This is an optimization exercise on Yosys and OpenROAD, whose aim is small area, not a production implementation. RTL that was checked went through simulation tests only; none was proved equivalent to the original. Power figures rest on the tool's default switching activity, not on a simulated workload.

==> run G <==
Design meter_core, start of the top module:
module meter_core #(
    parameter [11:0] BASELINE   = 12'd2015,
    parameter        SHIFT_DC   = 2,
    parameter        SHIFT_FREQ = 3,
    parameter        SHIFT_PEAK = 3,
    parameter        SHIFT_RECT = 3,
    parameter [15:0] K_V        = 16'd825,
    parameter [31:0] K_F        = 32'd11059200,
    parameter [31:0] AVG_F_MIN  = 32'd1000,
    parameter [31:0] AVG_F_MAX  = 32'd1000000,
    parameter [7:0]  N_SETTLE   = 8'd1,
    parameter [3:0]  DP_FREQ    = 4'd0,
    parameter [3:0]  DP_ZTP     = 4'd4,
    parameter [3:0]  DP_PTP     = 4'd4,
    parameter [3:0]  DP_RMS     = 4'd4,
    parameter        T_TIMEOUT  = 64,
    parameter        T_BYTE_GAP = 4
) (
    input  wire        clk,
    input  wire        rst,
    input  wire        cmd_valid,
    input  wire [39:0] cmd,
    output wire        cmd_ready,
    output reg         rsp_valid,
    output wire [39:0] rsp,
    output reg  [7:0]  ser_data,
    output reg         ser_wr,
    input  wire        ser_done,
    output reg         stb
);
    localparam [3:0] OP_SAMPLE = 4'h1, OP_OVERFLOW = 4'h2, OP_CAPTURE = 4'h3,
                     OP_MODE   = 4'h4, OP_RENDER   = 4'h5, OP_TRANSMIT = 4'h6,
                     OP_DIGITS = 4'h7, OP_ERRDISP  = 4'h8, OP_SETUP    = 4'h9;
  ...
export LEC_CHECK = 0
export ABC_AREA = 1
export CAP_MARGIN = 20
export CORE_MARGIN = 2
export CORE_UTILIZATION = 40
export CTS_BUF_LIST = sky130_fd_sc_hd__clkbuf_8
export SLEW_MARGIN = 20
create_clock -name core_clock -period 20.0 [get_ports {clk}]
standard.sh (not shown) runs the stock make flow with config.mk's settings and CLKGATE_MAP_FILE= SYNTH_SCRIPT=/design/flow/synth_recipe.tcl, a recipe that flattens the netlist after the stock synthesis.
==> flow/flow/run.sh <==
#!/bin/bash
# Own layout flow: the standard flow (standard.sh) with two changes.
#  1. Synthesis: the standard synthesis script (synth_recipe.tcl) with ORFS's
#     combinational ABC mapping script replaced by flow/area.abc (ABC &nf area
#     mapping). Registers are untouched, so they match the standard synthesis.
#  2. Placement: every input and output port still gets a buffer, made of the
#     smallest buffer cell (buf_1) instead of the default.
# Each step's full output goes to a log file in the work folder.
set -euo pipefail
W=$(pwd)
{
  head -n 1 synth_recipe.tcl
  sed "s#@AREA_ABC@#$W/flow/area.abc#" flow/abc_override.tcl
  tail -n +2 synth_recipe.tcl
} > "$W/own_synth.tcl"
bash standard.sh synth "SYNTH_SCRIPT=$W/own_synth.tcl" > "$W/flow_synth.log" 2>&1
bash standard.sh finish "BUFFER_PORTS_ARGS=-buffer_cell sky130_fd_sc_hd__buf_1" "CTS_ARGS=-sink_clustering_enable -repair_clock_nets -buf_list sky130_fd_sc_hd__clkbuf_8 -dont_use_dummy_load" > "$W/flow_layout.log" 2>&1
==> flow/flow/abc_override.tcl <==
# Technology mapping with ABC's &nf area mapper instead of ORFS's abc_area.script.
# Only the combinational logic is remapped; registers are left as synthesized.
proc abc {args} {
  set i [lsearch -exact $args -script]
  if { $i >= 0 && [string match {*abc_area.script} [lindex $args [expr {$i + 1}]]] } {
    lset args [expr {$i + 1}] @AREA_ABC@
  }
  yosys abc {*}$args
}
==> flow/flow/area.abc <==
strash
&get -n
&fraig -x
&put
dc2
strash
dch
dc2
strash
&get -n
&dch -f
&nf -R 1000
&put
strash
&get -n
&dch -f
&nf -R 1000
&put
==> run F: changes against run G <==
--- a/flow/design.v
+++ b/flow/design.v
@@ -36,15 +36,15 @@
                      RC_NYV = 3'd3, RC_ILLEGAL = 3'd4;
     localparam [31:0] C_BASE  = 32'd2015;          
     localparam [31:0] C_NBASE = 32'h00000820;      
     localparam [31:0] C_R_HI  = 32'd260;           
     localparam [31:0] C_R_LO  = 32'd251;           
     localparam [31:0] C_NMIN  = ~32'd1000;
     localparam [31:0] C_MAX   = 32'd1000000;
-    localparam [31:0] C_R0S   = 32'd675 << 11;     
+    localparam [31:0] C_R0    = 32'd675;           
     localparam [9:0]  C_KV    = 10'b1100111001;    
     wire [3:0]  op  = cmd[39:36];
     wire [3:0]  aux = cmd[35:32];
     wire [31:0] arg = cmd[31:0];
     reg legal;
     always @(*) begin
         case (op)
@@ -60,39 +60,43 @@
             default:     legal = 1'b0;
         endcase
     end
     wire is_handler = legal && (op == OP_SAMPLE || op == OP_OVERFLOW || op == OP_CAPTURE);
     reg [4:0]  ph;
     reg [31:0] A, B, W;
     reg [2:0]  mode;
+    reg [1:0]  cc;           
     reg        pol;
     reg        c0, c1, c2;   
     reg        cmp;          
     reg        d1;           
     reg        rneg;         
+    reg        rng;          
     reg [2:0]  acc5;         
+    reg        x0;           
     reg        bw, cy;       
     localparam [1:0] H_IDLE = 2'd0, H_P1 = 2'd1, H_P2 = 2'd2;
     reg [1:0]  hst;
     localparam [3:0] S_IDLE = 4'd0, S_LOAD = 4'd1, S_CLEAR = 4'd2, S_ZERO = 4'd3,
                      S_REND = 4'd4, S_FREQ = 4'd5, S_MOD = 4'd6, S_WAIT1 = 4'd7,
                      S_GAP1 = 4'd8, S_WAIT2 = 4'd9, S_GAP2 = 4'd10, S_DIV = 4'd11,
                      S_TOUT = 4'd12, S_NEXT = 4'd13;
     reg [3:0]  mst;
     reg        from_rst;
     reg [3:0]  pc;           
     reg [1:0]  kind;         
     reg [3:0]  dp;
     reg [3:0]  idx;
+    reg [1:0]  cnt;
     reg        gotd;
     reg [2:0]  rc;
     reg        rdp;
     wire p31 = (ph == 5'd31);
     wire p0  = (ph == 5'd0);
-    assign rsp = {ser_wr, rc, ser_wr, rdp, ser_wr, ser_wr, {18{ser_wr}}, W[13:0]};
+    assign rsp = {1'b0, rc, 1'b0, rdp, 2'b00, 18'd0, W[13:0]};
     wire s_above = (arg[11:0] >= BASELINE);
     wire h_dc   = (op == OP_SAMPLE)   && (mode == M_DC);
     wire h_rms  = (op == OP_SAMPLE)   && (mode == M_RMS);
     wire h_pk   = (op == OP_SAMPLE)   && (mode == M_ZTP || mode == M_PTP);
     wire h_ovf  = (op == OP_OVERFLOW) && (mode == M_FREQ);
     wire h_cap  = (op == OP_CAPTURE)  && (mode == M_FREQ);
     wire h_nop  = !(h_dc || h_rms || h_pk || h_ovf || h_cap);
@@ -113,16 +117,16 @@
         else                                        aidx = {1'b0, ph[3:0]} | {(!h_pk && ph[4]), 4'd0};
     end
     wire abit = arg[aidx];
     reg  pu, pv, pinit, pival, pen;
     wire c0e = pinit ? pival : c0;
     wire pa  = pu ^ pv ^ c0e;
     wire pco = (pu & pv) | (pu & c0e) | (pv & c0e);
-    reg  ex, eap, eak, einit, e1val;
-    wire c1e = einit ? e1val : c1;
+    reg  ex, eap, eak, einit;
+    wire c1e = einit ? 1'b0 : c1;
     wire c2e = einit ? 1'b1 : c2;
     wire es1 = ex ^ eap ^ c1e;
     wire ec1 = (ex & eap) | (ex & c1e) | (eap & c1e);
     wire es2 = es1 ^ ~eak ^ c2e;
     wire ec2 = (es1 & ~eak) | (es1 & c2e) | (~eak & c2e);
     wire [3:0] q   = ph[3:0];
     wire win_lo    = !ph[4] && (q < 4'd12);
@@ -148,23 +152,30 @@
     wire ym2  = (ph >= 5'd2) ? W[30] : 1'b0;
     wire cye  = p0 ? 1'b0 : cy;
     wire dy   = dv ^ ym2 ^ cye;
     wire cyn  = (dy & ym2) | (dy & cye) | (ym2 & cye);
     reg  xr;
     wire wold = (pc == 4'd0 || p0) ? 1'b0 : d1;
     wire kvb  = C_KV[4'd9 - pc];
+    wire rm_s = wold ^ (kvb & xr) ^ (p0 ? 1'b0 : c1);
+    wire rm_c = (wold & kvb & xr) | ((wold ^ (kvb & xr)) & (p0 ? 1'b0 : c1));
+    wire dv_d   = rneg ? A[21] : ~A[21];
+    wire dv_2r  = (ph == 5'd11) ? 1'b0 : d1;
+    wire dv_ci  = (ph == 5'd11) ? ~rneg : c1;
+    wire dv_s   = dv_2r ^ dv_d ^ dv_ci;
+    wire dv_c   = (dv_2r & dv_d) | (dv_2r & dv_ci) | (dv_d & dv_ci);
     wire [3:0] ntrans = (kind == 2'd0) ? 4'd1 : (kind == 2'd1) ? 4'd8 :
                         (kind == 2'd2) ? 4'd4 : 4'd5;
     wire last_t = (idx == ntrans);
     reg nA, nB, nW;
     reg c0n, c1n, c2n, cmpn;
     always @(*) begin
         nA = A[0]; nB = B[0]; nW = W[0];
         pu = 1'b0; pv = 1'b0; pinit = p0; pival = 1'b0; pen = 1'b0;
-        ex = 1'b0; eap = 1'b0; eak = 1'b0; einit = p0; e1val = 1'b0;
+        ex = 1'b0; eap = 1'b0; eak = 1'b0; einit = p0;
         xr = 1'b0;
         c0n = c0; c1n = c1; c2n = c2; cmpn = cmp;
         if (hst == H_P1 && h_dc) begin
             ex  = (ph < 5'd10) ? abit : 1'b0;
             eap = (ph >= 5'd2) ? A[0] : 1'b0;
             eak = (ph < 5'd10) ? A[2] : 1'b0;
             nA  = (ph < 5'd12) ? es2 : 1'b0;
@@ -196,16 +207,14 @@
             eak = (ph < 5'd29) ? A[3] : 1'b0;
             nA  = es2;
             c1n = ec1; c2n = ec2;
         end
         if (hst == H_P2 && h_cap) begin
             if (ph < 5'd16)      nB = abit;
             else if (ph < 5'd24) nB = 1'b0;
-            else if (ph == 5'd28) nB = B[1];    
-            else if (ph == 5'd29) nB = 1'b1;    
         end
         if (hst == H_P1 && h_ovf) begin
             pu = B[0]; pv = 1'b0;
             pinit = (ph == 5'd16); pival = 1'b1;
             if (ph[4] && !ph[3]) begin
                 nB  = pa;
                 c0n = pco;
@@ -249,45 +258,39 @@
                         pu = A[16]; pv = ~A[0]; pival = 1'b1;
                         if (ph < 5'd12) c0n = pco;
                         xr = (ph < 5'd12) ? pa : 1'b0;
                     end
                     default: xr = (ph < 5'd12) ? A[0] : 1'b0;
                 endcase
                 if (pc == 4'd10) begin
-                    nW = (ph < 5'd14 && !rneg) ? ((mode == M_DC) ? W[10] : W[9]) : 1'b0;
+                    nW = (ph < 5'd14 && !rng) ? ((mode == M_DC) ? W[10] : W[9]) : 1'b0;
                 end else begin
-                    ex  = wold;
-                    eap = kvb & xr;
-                    nW  = es1;
-                    c1n = ec1;
+                    nW  = rm_s;
+                    c1n = rm_c;
                 end
             end
             S_FREQ: begin
                 if (pc == 4'd0) begin
                     pu = A[0]; pv = C_NMIN[ph]; pival = 1'b1;
                     c0n = pco;
                     cmpn = (A[0] & ~C_MAX[ph]) | (~(A[0] ^ C_MAX[ph]) & (p0 ? 1'b0 : cmp));
-                    nW = C_R0S[ph];
+                    nW = (ph >= 5'd11 && ph < 5'd21) ? C_R0[ph - 5'd11] : 1'b0;
                 end else if (pc == 4'd15) begin
                     if (p0)                nW = ~rneg;
                     else if (ph < 5'd11)   nW = d1;
                     else if (ph < 5'd14)   nW = B[13];
                     else                   nW = 1'b0;
                 end else begin
                     if (ph < 5'd11) begin
                         nW = p0 ? ((pc == 4'd1) ? 1'b0 : ~rneg) : d1;
                     end else begin
-                        ex    = (ph == 5'd11) ? 1'b0 : d1;
-                        eap   = rneg ? A[21] : ~A[21];
-                        einit = (ph == 5'd11);
-                        e1val = ~rneg;
-                        nW    = es1;
-                        c1n   = ec1;
+                        nW  = dv_s;
+                        c1n = dv_c;
                     end
-                    if ((pc == 4'd2 && ph == 5'd26) || (pc == 4'd3 && ph == 5'd25) || (pc == 4'd4 && ph == 5'd24))
+                    if ((pc == 4'd2 || pc == 4'd3 || pc == 4'd4) && (ph == 5'd28 - {1'b0, pc}))
                         nB = ~rneg;
                 end
             end
             default: ;
         endcase
     end
     always @(posedge clk) begin
@@ -295,14 +298,15 @@
         B  <= {nB, B[31:1]};
         W  <= {nW, W[31:1]};
         c0 <= c0n; c1 <= c1n; c2 <= c2n; cmp <= cmpn;
         d1 <= W[0];
         if (mst == S_MOD) begin
             if (p0) begin
                 acc5 <= 3'd0;
+                x0   <= W[0];
             end else if (W[0]) begin
                 acc5 <= acc_add;
             end
         end
         if (mst == S_DIV) begin
             bw <= bwn;
             cy <= cyn;
@@ -323,14 +327,16 @@
             if (p31) begin
                 case (hst)
                     H_IDLE: if (cmd_valid && is_handler && !h_block && !h_nop) hst <= H_P1;
                     H_P1:   if (h_two) hst <= H_P2; else hst <= H_IDLE;
                     default: hst <= H_IDLE;
                 endcase
                 if (accept && is_handler) begin
+                    if (h_cap)
+                        cc <= (cc == 2'd2) ? 2'd2 : cc + 2'd1;
                     if (h_pk)
                         pol <= s_above;
                 end
             end
             if (mst == S_WAIT1 || mst == S_WAIT2)
                 if (ser_done) gotd <= 1'b1;
             if (p31) begin
@@ -347,68 +353,69 @@
                                         mode <= arg[2:0];
                                         rc   <= RC_OK;
                                         mst  <= S_CLEAR;
                                     end
                                     OP_RENDER: begin
                                         pc <= 4'd0;
                                         if (mode == M_FREQ) begin
-                                            if (!B[29]) begin    
+                                            if (cc != 2'd2) begin
                                                 rc  <= RC_NYV;
                                                 mst <= S_ZERO;
                                             end else
                                                 mst <= S_FREQ;
                                         end else
                                             mst <= S_REND;
                                     end
                                     OP_TRANSMIT, OP_DIGITS: mst <= S_LOAD;
                                     default: begin   
                                         kind   <= (op == OP_ERRDISP) ? 2'd2 : 2'd3;
                                         idx    <= 4'd1;
                                         stb    <= 1'b0;
                                         ser_wr <= 1'b1;
-                                        pc     <= 4'd0;
+                                        cnt    <= 2'd0;
                                         gotd   <= 1'b0;
                                         mst    <= S_WAIT1;
                                     end
                                 endcase
                             end
                         end
                     end
                     S_LOAD: begin
                         dp  <= aux;
                         idx <= 4'd1;
                         if (op == OP_TRANSMIT) begin
                             kind   <= 2'd0;
                             stb    <= 1'b0;
                             ser_wr <= 1'b1;
-                            pc     <= 4'd0;
+                            cnt    <= 2'd0;
                             gotd   <= 1'b0;
                             mst    <= S_WAIT1;
                         end else begin
                             kind <= 2'd1;
                             mst  <= S_MOD;
                         end
                     end
                     S_CLEAR: begin
+                        cc  <= 2'd0;
                         pol <= 1'b0;
                         mst <= S_IDLE;
                         from_rst <= 1'b0;
                         if (!from_rst) rsp_valid <= 1'b1;
                     end
                     S_ZERO: begin
                         rsp_valid <= 1'b1;
                         mst <= S_IDLE;
                     end
                     S_REND: begin
                         if (pc == 4'd0)
-                            rneg <= (mode == M_ZTP || mode == M_PTP) && !c0;
+                            rng <= (mode == M_ZTP || mode == M_PTP) && !c0;
                         pc <= pc + 4'd1;
                         if (pc == 4'd10) begin
-                            rc  <= rneg ? RC_RANGE : RC_OK;
-                            rdp <= !rneg;
+                            rc  <= rng ? RC_RANGE : RC_OK;
+                            rdp <= !rng;
                             rsp_valid <= 1'b1;
                             mst <= S_IDLE;
                         end
                     end
                     S_FREQ: begin
                         pc <= pc + 4'd1;
                         if (pc == 4'd0) begin
@@ -418,36 +425,36 @@
                                 mst <= S_ZERO;
                             end
                         end else if (pc == 4'd15) begin
                             rc  <= RC_OK;
                             rsp_valid <= 1'b1;
                             mst <= S_IDLE;
                         end else begin
-                            rneg <= es1;
+                            rneg <= dv_s;
                         end
                     end
                     S_MOD: begin
                         stb    <= 1'b0;
                         ser_wr <= 1'b1;
-                        pc     <= 4'd0;
+                        cnt    <= 2'd0;
                         gotd   <= 1'b0;
                         mst    <= S_WAIT1;
                     end
                     S_WAIT1, S_WAIT2: begin
                         if (gotd || ser_done) begin
                             gotd <= 1'b0;
                             mst  <= (mst == S_WAIT1) ? S_GAP1 : S_GAP2;
-                        end else if (pc[1:0] == 2'd2) begin
+                        end else if (cnt == 2'd2) begin
                             mst <= S_TOUT;
                         end else
-                            pc <= pc + 4'd1;
+                            cnt <= cnt + 2'd1;
                     end
                     S_GAP1: begin
                         ser_wr <= 1'b1;
-                        pc     <= 4'd0;
+                        cnt    <= 2'd0;
                         gotd   <= 1'b0;
                         mst    <= S_WAIT2;
                     end
                     S_GAP2: begin
                         stb <= 1'b1;
                         if (last_t) begin
                             rc  <= RC_OK;
@@ -458,15 +465,15 @@
                             mst <= (kind == 2'd1) ? S_DIV : S_NEXT;
                         end
                     end
                     S_DIV: mst <= S_MOD;
                     S_NEXT: begin
                         stb    <= 1'b0;
                         ser_wr <= 1'b1;
-                        pc     <= 4'd0;
+                        cnt    <= 2'd0;
                         gotd   <= 1'b0;
                         mst    <= S_WAIT1;
                     end
                     S_TOUT: begin
                         stb <= 1'b1;
                         rc  <= RC_TIMEOUT;
                         rsp_valid <= 1'b1;
@@ -477,15 +484,15 @@
             end
         end
     end
     wire vbyte = (mst == S_WAIT2);
     always @(*) begin
         case (kind)
             2'd0: ser_data = vbyte ? W[7:0] : W[15:8];
-            2'd1: ser_data = vbyte ? {(idx == dp), 3'b000, acc5, W[0]} : {4'd0, idx};
+            2'd1: ser_data = vbyte ? {(idx == dp), 3'b000, acc5, x0} : {4'd0, idx};
             2'd2: begin
                 if (!vbyte) ser_data = {4'd0, idx};
                 else case (idx[1:0])
                     2'd1:    ser_data = 8'h0E;
                     2'd2:    ser_data = 8'h0D;
                     2'd3:    ser_data = 8'h0B;
                     default: ser_data = 8'h0C;
==> flow/run.sh (new file) <==
#!/bin/bash
# synth_recipe.tcl (not shown) runs the flow's synth.tcl, then flattens the netlist and writes it again
# the make line also repeats each setting of config.mk as NAME=value (left out here)
make -C /OpenROAD-flow-scripts/flow DESIGN_CONFIG=/design/flow/config.mk WORK_HOME=/design/flow/orfs CLKGATE_MAP_FILE= SYNTH_SCRIPT=/design/flow/synth_recipe.tcl finish
ABC_AREA = default   (was 1)
CTS_BUF_LIST = sky130_fd_sc_hd__clkbuf_4 sky130_fd_sc_hd__clkbuf_8   (was sky130_fd_sc_hd__clkbuf_8)
CTS_CLUSTER_DIAMETER = 30   (was default)
CTS_CLUSTER_SIZE = 8   (was default)
removed: flow/flow/run.sh
removed: flow/flow/abc_override.tcl
removed: flow/flow/area.abc
removed: flow/standard.sh
==> run M: changes against run G <==
--- a/flow/design.v
+++ b/flow/design.v
@@ -60,14 +60,15 @@
             default:     legal = 1'b0;
         endcase
     end
     wire is_handler = legal && (op == OP_SAMPLE || op == OP_OVERFLOW || op == OP_CAPTURE);
     reg [4:0]  ph;
     reg [31:0] A, B, W;
     reg [2:0]  mode;
+    reg [1:0]  cc;           
     reg        pol;
     reg        c0, c1, c2;   
     reg        cmp;          
     reg        d1;           
     reg        rneg;         
     reg [2:0]  acc5;         
     reg        bw, cy;       
@@ -113,16 +114,16 @@
         else                                        aidx = {1'b0, ph[3:0]} | {(!h_pk && ph[4]), 4'd0};
     end
     wire abit = arg[aidx];
     reg  pu, pv, pinit, pival, pen;
     wire c0e = pinit ? pival : c0;
     wire pa  = pu ^ pv ^ c0e;
     wire pco = (pu & pv) | (pu & c0e) | (pv & c0e);
-    reg  ex, eap, eak, einit, e1val;
-    wire c1e = einit ? e1val : c1;
+    reg  ex, eap, eak, einit;
+    wire c1e = einit ? 1'b0 : c1;
     wire c2e = einit ? 1'b1 : c2;
     wire es1 = ex ^ eap ^ c1e;
     wire ec1 = (ex & eap) | (ex & c1e) | (eap & c1e);
     wire es2 = es1 ^ ~eak ^ c2e;
     wire ec2 = (es1 & ~eak) | (es1 & c2e) | (~eak & c2e);
     wire [3:0] q   = ph[3:0];
     wire win_lo    = !ph[4] && (q < 4'd12);
@@ -148,23 +149,30 @@
     wire ym2  = (ph >= 5'd2) ? W[30] : 1'b0;
     wire cye  = p0 ? 1'b0 : cy;
     wire dy   = dv ^ ym2 ^ cye;
     wire cyn  = (dy & ym2) | (dy & cye) | (ym2 & cye);
     reg  xr;
     wire wold = (pc == 4'd0 || p0) ? 1'b0 : d1;
     wire kvb  = C_KV[4'd9 - pc];
+    wire rm_s = wold ^ (kvb & xr) ^ (p0 ? 1'b0 : c1);
+    wire rm_c = (wold & kvb & xr) | ((wold ^ (kvb & xr)) & (p0 ? 1'b0 : c1));
+    wire dv_d   = rneg ? A[21] : ~A[21];
+    wire dv_2r  = (ph == 5'd11) ? 1'b0 : d1;
+    wire dv_ci  = (ph == 5'd11) ? ~rneg : c1;
+    wire dv_s   = dv_2r ^ dv_d ^ dv_ci;
+    wire dv_c   = (dv_2r & dv_d) | (dv_2r & dv_ci) | (dv_d & dv_ci);
     wire [3:0] ntrans = (kind == 2'd0) ? 4'd1 : (kind == 2'd1) ? 4'd8 :
                         (kind == 2'd2) ? 4'd4 : 4'd5;
     wire last_t = (idx == ntrans);
     reg nA, nB, nW;
     reg c0n, c1n, c2n, cmpn;
     always @(*) begin
         nA = A[0]; nB = B[0]; nW = W[0];
         pu = 1'b0; pv = 1'b0; pinit = p0; pival = 1'b0; pen = 1'b0;
-        ex = 1'b0; eap = 1'b0; eak = 1'b0; einit = p0; e1val = 1'b0;
+        ex = 1'b0; eap = 1'b0; eak = 1'b0; einit = p0;
         xr = 1'b0;
         c0n = c0; c1n = c1; c2n = c2; cmpn = cmp;
         if (hst == H_P1 && h_dc) begin
             ex  = (ph < 5'd10) ? abit : 1'b0;
             eap = (ph >= 5'd2) ? A[0] : 1'b0;
             eak = (ph < 5'd10) ? A[2] : 1'b0;
             nA  = (ph < 5'd12) ? es2 : 1'b0;
@@ -196,16 +204,14 @@
             eak = (ph < 5'd29) ? A[3] : 1'b0;
             nA  = es2;
             c1n = ec1; c2n = ec2;
         end
         if (hst == H_P2 && h_cap) begin
             if (ph < 5'd16)      nB = abit;
             else if (ph < 5'd24) nB = 1'b0;
-            else if (ph == 5'd28) nB = B[1];    
-            else if (ph == 5'd29) nB = 1'b1;    
         end
         if (hst == H_P1 && h_ovf) begin
             pu = B[0]; pv = 1'b0;
             pinit = (ph == 5'd16); pival = 1'b1;
             if (ph[4] && !ph[3]) begin
                 nB  = pa;
                 c0n = pco;
@@ -251,18 +257,16 @@
                         xr = (ph < 5'd12) ? pa : 1'b0;
                     end
                     default: xr = (ph < 5'd12) ? A[0] : 1'b0;
                 endcase
                 if (pc == 4'd10) begin
                     nW = (ph < 5'd14 && !rneg) ? ((mode == M_DC) ? W[10] : W[9]) : 1'b0;
                 end else begin
-                    ex  = wold;
-                    eap = kvb & xr;
-                    nW  = es1;
-                    c1n = ec1;
+                    nW  = rm_s;
+                    c1n = rm_c;
                 end
             end
             S_FREQ: begin
                 if (pc == 4'd0) begin
                     pu = A[0]; pv = C_NMIN[ph]; pival = 1'b1;
                     c0n = pco;
                     cmpn = (A[0] & ~C_MAX[ph]) | (~(A[0] ^ C_MAX[ph]) & (p0 ? 1'b0 : cmp));
@@ -272,20 +276,16 @@
                     else if (ph < 5'd11)   nW = d1;
                     else if (ph < 5'd14)   nW = B[13];
                     else                   nW = 1'b0;
                 end else begin
                     if (ph < 5'd11) begin
                         nW = p0 ? ((pc == 4'd1) ? 1'b0 : ~rneg) : d1;
                     end else begin
-                        ex    = (ph == 5'd11) ? 1'b0 : d1;
-                        eap   = rneg ? A[21] : ~A[21];
-                        einit = (ph == 5'd11);
-                        e1val = ~rneg;
-                        nW    = es1;
-                        c1n   = ec1;
+                        nW  = dv_s;
+                        c1n = dv_c;
                     end
                     if ((pc == 4'd2 && ph == 5'd26) || (pc == 4'd3 && ph == 5'd25) || (pc == 4'd4 && ph == 5'd24))
                         nB = ~rneg;
                 end
             end
             default: ;
         endcase
@@ -323,14 +323,16 @@
             if (p31) begin
                 case (hst)
                     H_IDLE: if (cmd_valid && is_handler && !h_block && !h_nop) hst <= H_P1;
                     H_P1:   if (h_two) hst <= H_P2; else hst <= H_IDLE;
                     default: hst <= H_IDLE;
                 endcase
                 if (accept && is_handler) begin
+                    if (h_cap)
+                        cc <= (cc == 2'd2) ? 2'd2 : cc + 2'd1;
                     if (h_pk)
                         pol <= s_above;
                 end
             end
             if (mst == S_WAIT1 || mst == S_WAIT2)
                 if (ser_done) gotd <= 1'b1;
             if (p31) begin
@@ -347,15 +349,15 @@
                                         mode <= arg[2:0];
                                         rc   <= RC_OK;
                                         mst  <= S_CLEAR;
                                     end
                                     OP_RENDER: begin
                                         pc <= 4'd0;
                                         if (mode == M_FREQ) begin
-                                            if (!B[29]) begin    
+                                            if (cc != 2'd2) begin
                                                 rc  <= RC_NYV;
                                                 mst <= S_ZERO;
                                             end else
                                                 mst <= S_FREQ;
                                         end else
                                             mst <= S_REND;
                                     end
@@ -385,14 +387,15 @@
                             mst    <= S_WAIT1;
                         end else begin
                             kind <= 2'd1;
                             mst  <= S_MOD;
                         end
                     end
                     S_CLEAR: begin
+                        cc  <= 2'd0;
                         pol <= 1'b0;
                         mst <= S_IDLE;
                         from_rst <= 1'b0;
                         if (!from_rst) rsp_valid <= 1'b1;
                     end
                     S_ZERO: begin
                         rsp_valid <= 1'b1;
@@ -418,15 +421,15 @@
                                 mst <= S_ZERO;
                             end
                         end else if (pc == 4'd15) begin
                             rc  <= RC_OK;
                             rsp_valid <= 1'b1;
                             mst <= S_IDLE;
                         end else begin
-                            rneg <= es1;
+                            rneg <= dv_s;
                         end
                     end
                     S_MOD: begin
                         stb    <= 1'b0;
                         ser_wr <= 1'b1;
                         pc     <= 4'd0;
                         gotd   <= 1'b0;
==> flow/flow/run.sh (replaced) <==
#!/bin/bash
set -euo pipefail
bash standard.sh finish "BUFFER_PORTS_ARGS=-buffer_cell sky130_fd_sc_hd__buf_1" > standard_flow.log 2>&1
CTS_BUF_LIST = default   (was sky130_fd_sc_hd__clkbuf_8)
removed: flow/flow/abc_override.tcl
removed: flow/flow/area.abc
==> run K: changes against run G <==
--- a/flow/flow/run.sh
+++ b/flow/flow/run.sh
@@ -10,8 +10,8 @@
 W=$(pwd)
 {
   head -n 1 synth_recipe.tcl
   sed "s#@AREA_ABC@#$W/flow/area.abc#" flow/abc_override.tcl
   tail -n +2 synth_recipe.tcl
 } > "$W/own_synth.tcl"
 bash standard.sh synth "SYNTH_SCRIPT=$W/own_synth.tcl" > "$W/flow_synth.log" 2>&1
-bash standard.sh finish "BUFFER_PORTS_ARGS=-buffer_cell sky130_fd_sc_hd__buf_1" "CTS_ARGS=-sink_clustering_enable -repair_clock_nets -buf_list sky130_fd_sc_hd__clkbuf_8 -dont_use_dummy_load" > "$W/flow_layout.log" 2>&1
+bash standard.sh finish "BUFFER_PORTS_ARGS=-buffer_cell sky130_fd_sc_hd__buf_1" "CTS_ARGS=-sink_clustering_enable -sink_clustering_size 30 -sink_clustering_max_diameter 150 -sink_clustering_levels 1 -repair_clock_nets -buf_list sky130_fd_sc_hd__clkbuf_8 -dont_use_dummy_load" > "$W/flow_layout.log" 2>&1
==> comparison table <==
item                                                                 run G           run F           run M           run K
Summed instance area of the synthesized netlist                   7260 um2        8380 um2        8110 um2        7260 um2
Comb power frac                                                      0.095           0.104           0.084           0.095
Share of Yosys cell area claimed by the top area cell type           0.328           0.284           0.294           0.328
Power in combinational cells                                   0.0000488 W     0.0000635 W     0.0000576 W     0.0000488 W
Largest stage delay on the critical path                           0.76 ns         1.12 ns         0.36 ns         0.76 ns
Part of the power in registers                                       0.583           0.515           0.443           0.583
Outcome                                                     finished clean  finished clean  finished clean  finished clean
Placement-stage cell area                                         7650 um2        9120 um2        8480 um2        7650 um2
Sequential element share of the synthesized area                     0.436           0.399           0.397           0.436
Via count of the first global-routing pass                            5930            6525            6942            5930
Count of inverters not on the clock network in the layout               31              38             189              31
Portion of the layout cell area used by clock cells                 0.0297          0.0409          0.0671          0.0297
Cell row count                                                          49              52              52              49
Area fraction in compound gates after synthesis                      0.188           0.175           0.139           0.188
Rel. slew slack                                                      0.381           0.109           0.464           0.381
Static leakage                                                     2.85 nW         3.52 nW         4.02 nW         2.85 nW
Share of cell area taken by muxes after synthesis                   0.0215          0.0424               0          0.0215
The RTL of run M was laid out without a check of its function.

-- afterwards: timing with drivers on the ports --
No port has a modelled driver above. Below, the same layouts with a new extraction and two added sets of constraints. Step 1 assumes that a clkbuf_16 drives the clock port and a buf_2 every other input. Step 2, shift: input delay + t, output delay - t, t = (earliest + latest rising clock arrival at the registers) / 2. This alone moves slack from input paths to output paths. a / b / c = no drivers / after step 1 / after step 2; a / b = the first two.
| run | t, ns | setup slack, ns | slew at the worst register clock pin (ns) |
|---|---|---|---|
| run G | 0.468 | 9.120 / 9.130 / 8.662 | 0.08 / 0.08 |
| run F | 0.499 | 7.909 / 7.885 / 7.885 | 0.10 / 0.10 |
| run M | 0.469 | 9.903 / 9.880 / 9.880 | 0.07 / 0.07 |
| run K | 0.468 | 9.120 / 9.130 / 8.662 | 0.08 / 0.08 |
After both steps every run listed still meets setup and hold.
